Context: an optimization exercise on an open-source flow, tuned for small area and few clock cycles. The choices shown serve that exercise and are no tape-out recipe.
Function was checked by simulation only, so behaviour that the tests miss may differ from the original.
Power and IR drop assume default switching activity.

## xenon
==> flow/design.v (excerpt) <==
module slmp_record (
    input  wire        clk,
    input  wire        rst,
    input  wire        cmd_valid,
    output wire        cmd_ready,
    input  wire [7:0]  cmd_op,
    input  wire [15:0] cmd_n,
    input  wire        in_valid,
    output wire        in_ready,
    input  wire [23:0] in_data,
    output wire        out_valid,
    input  wire        out_ready,
    output wire [5:0]  out_field,
    output wire [2:0]  out_kind,
    output wire [31:0] out_data,
    output reg         done,
    output reg  [3:0]  st_err,
    output reg  [3:0]  st_sub,
    output reg  [15:0] olen,
    output reg  [15:0] res
);
==> flow/config.mk <==
export PLATFORM = sky130hd
export DESIGN_NAME = slmp_record
export DESIGN_NICKNAME = slmp_record
export VERILOG_FILES = /design/flow/design.v
export SDC_FILE = /design/flow/constraint.sdc
export NUM_CORES = 4
export LEC_CHECK = 0
export CAP_MARGIN = 20
export CORE_MARGIN = 2
export CORE_UTILIZATION = 55
export CTS_BUF_LIST = sky130_fd_sc_hd__clkbuf_16
export CTS_CLUSTER_DIAMETER = 90
export CTS_CLUSTER_SIZE = 30
export SLEW_MARGIN = 20
==> flow/constraint.sdc <==
create_clock -name core_clock -period 6.0 [get_ports {clk}]
set_input_delay 1.2000 -clock core_clock [delete_from_list [all_inputs] [get_ports {clk}]]
set_output_delay 1.2000 -clock core_clock [all_outputs]
set_load 0.01 [all_outputs]
standard.sh (not shown) runs the stock make flow with config.mk's settings and CLKGATE_MAP_FILE= SYNTH_SCRIPT=/design/flow/synth_recipe.tcl, a recipe that flattens the netlist after the stock synthesis.
==> flow/flow/run.sh <==
#!/bin/bash
# The standard layout, except that synthesis maps the logic with ABC's area
# mapper (flow/area.abc) instead of ORFS's delay-oriented ABC script.
# Everything else in synthesis (synth_recipe.tcl, ORFS synth.tcl) is unchanged,
# so the registers are the standard synthesis's.
set -euo pipefail
here=$(pwd)
{
  cat <<TCL
proc abc {args} {
  set i [lsearch -exact \$args -script]
  if { \$i >= 0 } { set args [lreplace \$args \$i [expr {\$i + 1}]] }
  set i [lsearch -exact \$args -D]
  if { \$i >= 0 } { set args [lreplace \$args \$i [expr {\$i + 1}]] }
  yosys abc -script $here/flow/area.abc {*}\$args
}
TCL
  cat synth_recipe.tcl
} > area_synth.tcl
sed "s#SYNTH_SCRIPT=[^ ]*#SYNTH_SCRIPT=$here/area_synth.tcl#" standard.sh > area_standard.sh
grep -q "SYNTH_SCRIPT=$here/area_synth.tcl" area_standard.sh
bash area_standard.sh > flow_make.log 2>&1
==> flow/flow/area.abc <==
strash
dc2
dch -f
amap
topo
The final layout from xenon, which completed every stage, passed the timing, design-rule and antenna checks at the end of the flow.
Testbench counts of xenon, summed over its fixed seeds: cycles 21,097.
> inputs changed (xenon -> nickel)
==> flow/run.sh (new file) <==
#!/bin/bash
# synth_recipe.tcl (not shown) runs the flow's synth.tcl, then flattens the netlist and writes it again
# the make line also repeats each setting of config.mk as NAME=value (left out here)
make -C /OpenROAD-flow-scripts/flow DESIGN_CONFIG=/design/flow/config.mk WORK_HOME=/design/flow/orfs CLKGATE_MAP_FILE= SYNTH_SCRIPT=/design/flow/synth_recipe.tcl finish
removed: flow/flow/run.sh
removed: flow/flow/area.abc
removed: flow/standard.sh
==> comparison <==
- nickel consumes less power than xenon does.
- Higher number of instances in the synthesized netlist was reported by nickel, not xenon.
- For the cell count, nickel came in about 0.9% lower than xenon did.
- Going from xenon to nickel, clock-pin slew reported for the worst setup and hold paths after clock tree synthesis ~0 delta, growth of design area from synthesis to finish dropped 4.2 points, cell count after placement lower, met1 global-route usage down 3.2 points.
- nickel -> xenon: final design instance area without fill flat
- Sort xenon and nickel by number of iterations in the first detailed-routing pass desc -> top: xenon


green:
Another version of the RTL of slmp_record (not shown whole).
Size in the first run: roughly 3000 cells after synthesis, roughly 1200 flip-flops, roughly 140 I/O pins, roughly 36000 um2 of cells after synthesis.
Settings: LEC_CHECK=0, CAP_MARGIN=20, CORE_MARGIN=2, CORE_UTILIZATION=40, SLEW_MARGIN=20; clock period 6.0 ns.
run.sh (not shown) runs the stock make flow with config.mk's settings and CLKGATE_MAP_FILE= SYNTH_SCRIPT=/design/flow/synth_recipe.tcl, a recipe that flattens the netlist after the stock synthesis.
Stock flow here: none of the scripts above is used.
Testbench counts of green, summed over its fixed seeds: cycles 21,641.
Setup changes, green to blue
Settings: CORE_UTILIZATION now 55, was 40; CTS_CLUSTER_SIZE now 30, previously not set; CTS_CLUSTER_DIAMETER now 60, previously not set; CTS_BUF_LIST now sky130_fd_sc_hd__clkbuf_16, previously not set.
==> results.txt <==
Relative to green, global-route wire length before repair has gone down in blue. blue vs green — global router's overall resource usage rose 6.6 points. In blue, the delay contributed by the slowest stage of the critical path came out 0.04 ns above the value in green. Delta (blue minus green): non-clock buffer instance count of the final layout lower; maximum level of the CTS H-tree lower; data arrival time at the worst-slack endpoint went up; wire length down about 5%; critical path depth picked up an extra 1.


RTL: one of the versions met above, not the one the previous note started from.
For scale: about 2900 cells after synthesis, ~1200 flip-flops, about 140 I/O pins.
==> flow/config.mk <==
export PLATFORM = sky130hd
export DESIGN_NAME = slmp_record
export DESIGN_NICKNAME = slmp_record
export VERILOG_FILES = /design/flow/design.v
export SDC_FILE = /design/flow/constraint.sdc
export NUM_CORES = 4
export LEC_CHECK = 0
export CAP_MARGIN = 20
export CORE_MARGIN = 2
export CORE_UTILIZATION = 65
export CTS_BUF_LIST = sky130_fd_sc_hd__clkbuf_16
export CTS_CLUSTER_DIAMETER = 90
export CTS_CLUSTER_SIZE = 30
export SLEW_MARGIN = 20
==> flow/constraint.sdc <==
create_clock -name core_clock -period 6.0 [get_ports {clk}]
set_input_delay 1.2000 -clock core_clock [delete_from_list [all_inputs] [get_ports {clk}]]
set_output_delay 1.2000 -clock core_clock [all_outputs]
set_load 0.01 [all_outputs]
Testbench counts at the start, summed over its fixed seeds: cycles 21,097.
==> next run, changes <==
CORE_UTILIZATION = 55   (was 65)
CTS_CLUSTER_DIAMETER = 60   (was 90)
GPL_TIMING_DRIVEN = 0   (was unset)
What happened: Wire length rises by 33%. Sequential share of layout area falls by 2.2 points. Area after synthesis stays the same. Final area rises by 3.4%. Core utilization falls by 9.3 points.
==> next run, changes <==
CAP_MARGIN = 0   (was 20)
CORE_UTILIZATION = 65   (was 55)
CTS_CLUSTER_DIAMETER = 90   (was 60)
GPL_TIMING_DRIVEN = unset   (was 0)
SLEW_MARGIN = 0   (was 20)
After rerunning: The new run went through all stages and came out clean; register-to-register slack improves by 1300 ps; worst hold slack gets better by 39 ps; total power shrinks by 8.3%; worst setup slack gains 700 ps; cell count drops by about 9%; maximum frequency goes up by 14%; clock-buffer cell count goes down by 11; cell area decreases by about 3.6%; die area falls by about 15%.
==> next run, changes <==
CAP_MARGIN = 20   (was 0)
CORE_UTILIZATION = 55   (was 65)
CTS_CLUSTER_DIAMETER = 60   (was 90)
SLEW_MARGIN = 20   (was 0)
Register-to-register slack is worse by 90 ps.
Power increases by 8.4%.
Worst setup slack is worse by 29 ps.
Clock-buffer cell count increases by 13.
Cell count increases by 5.5%.
Die area increases by 18%.
Routed wire length increases by 4.2%.
Utilization decreases by 9.8 points.
Fmax decreases by 0.59%.
==> next run, changes <==
CAP_MARGIN = 0   (was 20)
CORE_UTILIZATION = 70   (was 55)
CTS_CLUSTER_DIAMETER = 90   (was 60)
SLEW_MARGIN = 0   (was 20)
Result: Sequential power shrinks by about 0.7%; global-route usage grows by 5.9 points; hold slack barely changes.


slmp_record again, from the RTL that the note above started with.
clock: 6.0 ns
lec_check: 0
cap_margin: 0
cell_pad_in_sites_detail_placement: 0
cell_pad_in_sites_global_placement: 0
core_margin: 2
core_utilization: 65
cts_buf_list: sky130_fd_sc_hd__clkbuf_16
cts_cluster_diameter: 90
cts_cluster_size: 30
slew_margin: 0
The baseline finished with timing, DRC and antenna clean.
Testbench counts at the start, summed over its fixed seeds: cycles 21,097.
Edit:
Settings changed: CAP_MARGIN 0 to 20, CELL_PAD_IN_SITES_DETAIL_PLACEMENT 0 to not set, CELL_PAD_IN_SITES_GLOBAL_PLACEMENT 0 to not set, CTS_CLUSTER_DIAMETER 90 to 60, SLEW_MARGIN 0 to 20.
Via count goes up by 0.95%; global-route usage goes up by 0.30 points; wire length goes up by 0.37%.


Setup of run 1:
slmp_record, a different RTL version from the one above (not shown whole).
Size: about 2900 cells after synthesis, ~1100 flip-flops, about 140 I/O pins, ~35000 µm² of cells after synthesis.
==> flow/design.v (excerpt) <==
module slmp_record (
    input  wire        clk,
    input  wire        rst,
    input  wire        cmd_valid,
    output wire        cmd_ready,
    input  wire [7:0]  cmd_op,
    input  wire [15:0] cmd_n,
    input  wire        in_valid,
    output wire        in_ready,
    input  wire [23:0] in_data,
    output wire        out_valid,
    input  wire        out_ready,
    output wire [5:0]  out_field,
    output wire [2:0]  out_kind,
    output wire [31:0] out_data,
    output reg         done,
    output reg  [3:0]  st_err,
    output reg  [3:0]  st_sub,
    output reg  [15:0] olen,
    output reg  [15:0] res
);
export LEC_CHECK = 0
export CAP_MARGIN = 0
export CORE_MARGIN = 2
export CORE_UTILIZATION = 65
export CTS_BUF_LIST = sky130_fd_sc_hd__clkbuf_16
export CTS_CLUSTER_DIAMETER = 60
export CTS_CLUSTER_SIZE = 30
export SLEW_MARGIN = 0
create_clock -name core_clock -period 6.0 [get_ports {clk}]
Testbench counts of run 1, summed over its fixed seeds: cycles 21,097.
diff inputs: run 1 => run 2
# run 1
export LEC_CHECK = 0
export CAP_MARGIN = 0
export CORE_MARGIN = 2
export CORE_UTILIZATION = 65
export CTS_BUF_LIST = sky130_fd_sc_hd__clkbuf_16
export CTS_CLUSTER_DIAMETER = 60
export CTS_CLUSTER_SIZE = 30
export SLEW_MARGIN = 0
create_clock -name core_clock -period 6.0 [get_ports {clk}]
# run 2
export LEC_CHECK = 0
export CAP_MARGIN = 0
export CORE_MARGIN = 2
export CORE_UTILIZATION = 65
export CTS_BUF_LIST = sky130_fd_sc_hd__clkbuf_16
export CTS_CLUSTER_DIAMETER = 90
export CTS_CLUSTER_SIZE = 30
export SLEW_MARGIN = 0
create_clock -name core_clock -period 6.0 [get_ports {clk}]
==> results.txt <==
Run 2: PASS, flow complete, no timing, DRC or antenna violations
Re global routing met2 resource utilization: run 2 is 0.20 points down on run 1.
Diff run 1 -> run 2: final wirelength now sits lower; arrival time at the worst endpoint saw a decrease.
Of run 2 and run 1, it is run 2 that has the higher sequential share of layout area.
Run 2 vs. run 1: setup slack higher; fraction of the cycle the final worst path needs lower.

separate check: timing with driven ports:
Ports are ideal in the flow. The routed layouts listed here were re-timed in OpenROAD. Step 1 sets driving cells, clkbuf_16 on the clock port and buf_2 on the other inputs (assumed; they add their load-dependent delay and slew). Step 2 moves the port delays by t, midway between the first and last clock arrival at a register: inputs arrive t later, outputs are due t later. That takes back most of the time a late clock gives input paths. Three values: ideal ports, drivers, drivers and shift; two values: the first two.
| run | shift t [ns] | slack for setup (ns) | hold WS [ns] |
|---|---|---|---|
| xenon | 0.692 | 0.383 / 0.389 / -0.279 | 0.345 / 0.345 / 0.345 |
| nickel | 0.701 | 1.164 / 1.136 / 0.576 | 0.344 / 0.344 / 0.344 |
| green | 0.720 | 1.165 / 1.164 / 0.485 | 0.321 / 0.321 / 0.321 |
| blue | 0.705 | 0.898 / 0.936 / 0.232 | 0.339 / 0.339 / 0.339 |
| the first run of note 3 | 0.679 | 1.140 / 1.109 / 0.694 | 0.344 / 0.344 / 0.344 |
| the second run of note 3 | 0.724 | 0.473 / 0.510 / -0.214 | 0.309 / 0.309 / 0.309 |
| the third run of note 3 | 0.681 | 1.169 / 1.133 / 0.756 | 0.348 / 0.348 / 0.348 |
| the fourth run of note 3 | 0.703 | 1.140 / 1.113 / 0.538 | 0.327 / 0.327 / 0.327 |
| the fifth run of note 3 | 0.688 | 0.801 / 0.737 / 0.588 | 0.326 / 0.326 / 0.326 |
| the first run of note 4 | 0.681 | 1.169 / 1.133 / 0.756 | 0.348 / 0.348 / 0.348 |
| the second run of note 4 | 0.701 | 1.079 / 1.049 / 0.642 | 0.318 / 0.318 / 0.318 |
| run 1 | 0.702 | 0.635 / 0.580 / 0.339 | 0.342 / 0.342 / 0.342 |
| run 2 | 0.678 | 0.687 / 0.633 / 0.376 | 0.344 / 0.344 / 0.344 |
Met with ideal ports but missed after step 2: setup timing in xenon and the second run of note 3. For the second run of note 3, which loses most, drivers alone change the setup slack by +0.037 ns; drivers and shift together by -0.687 ns.
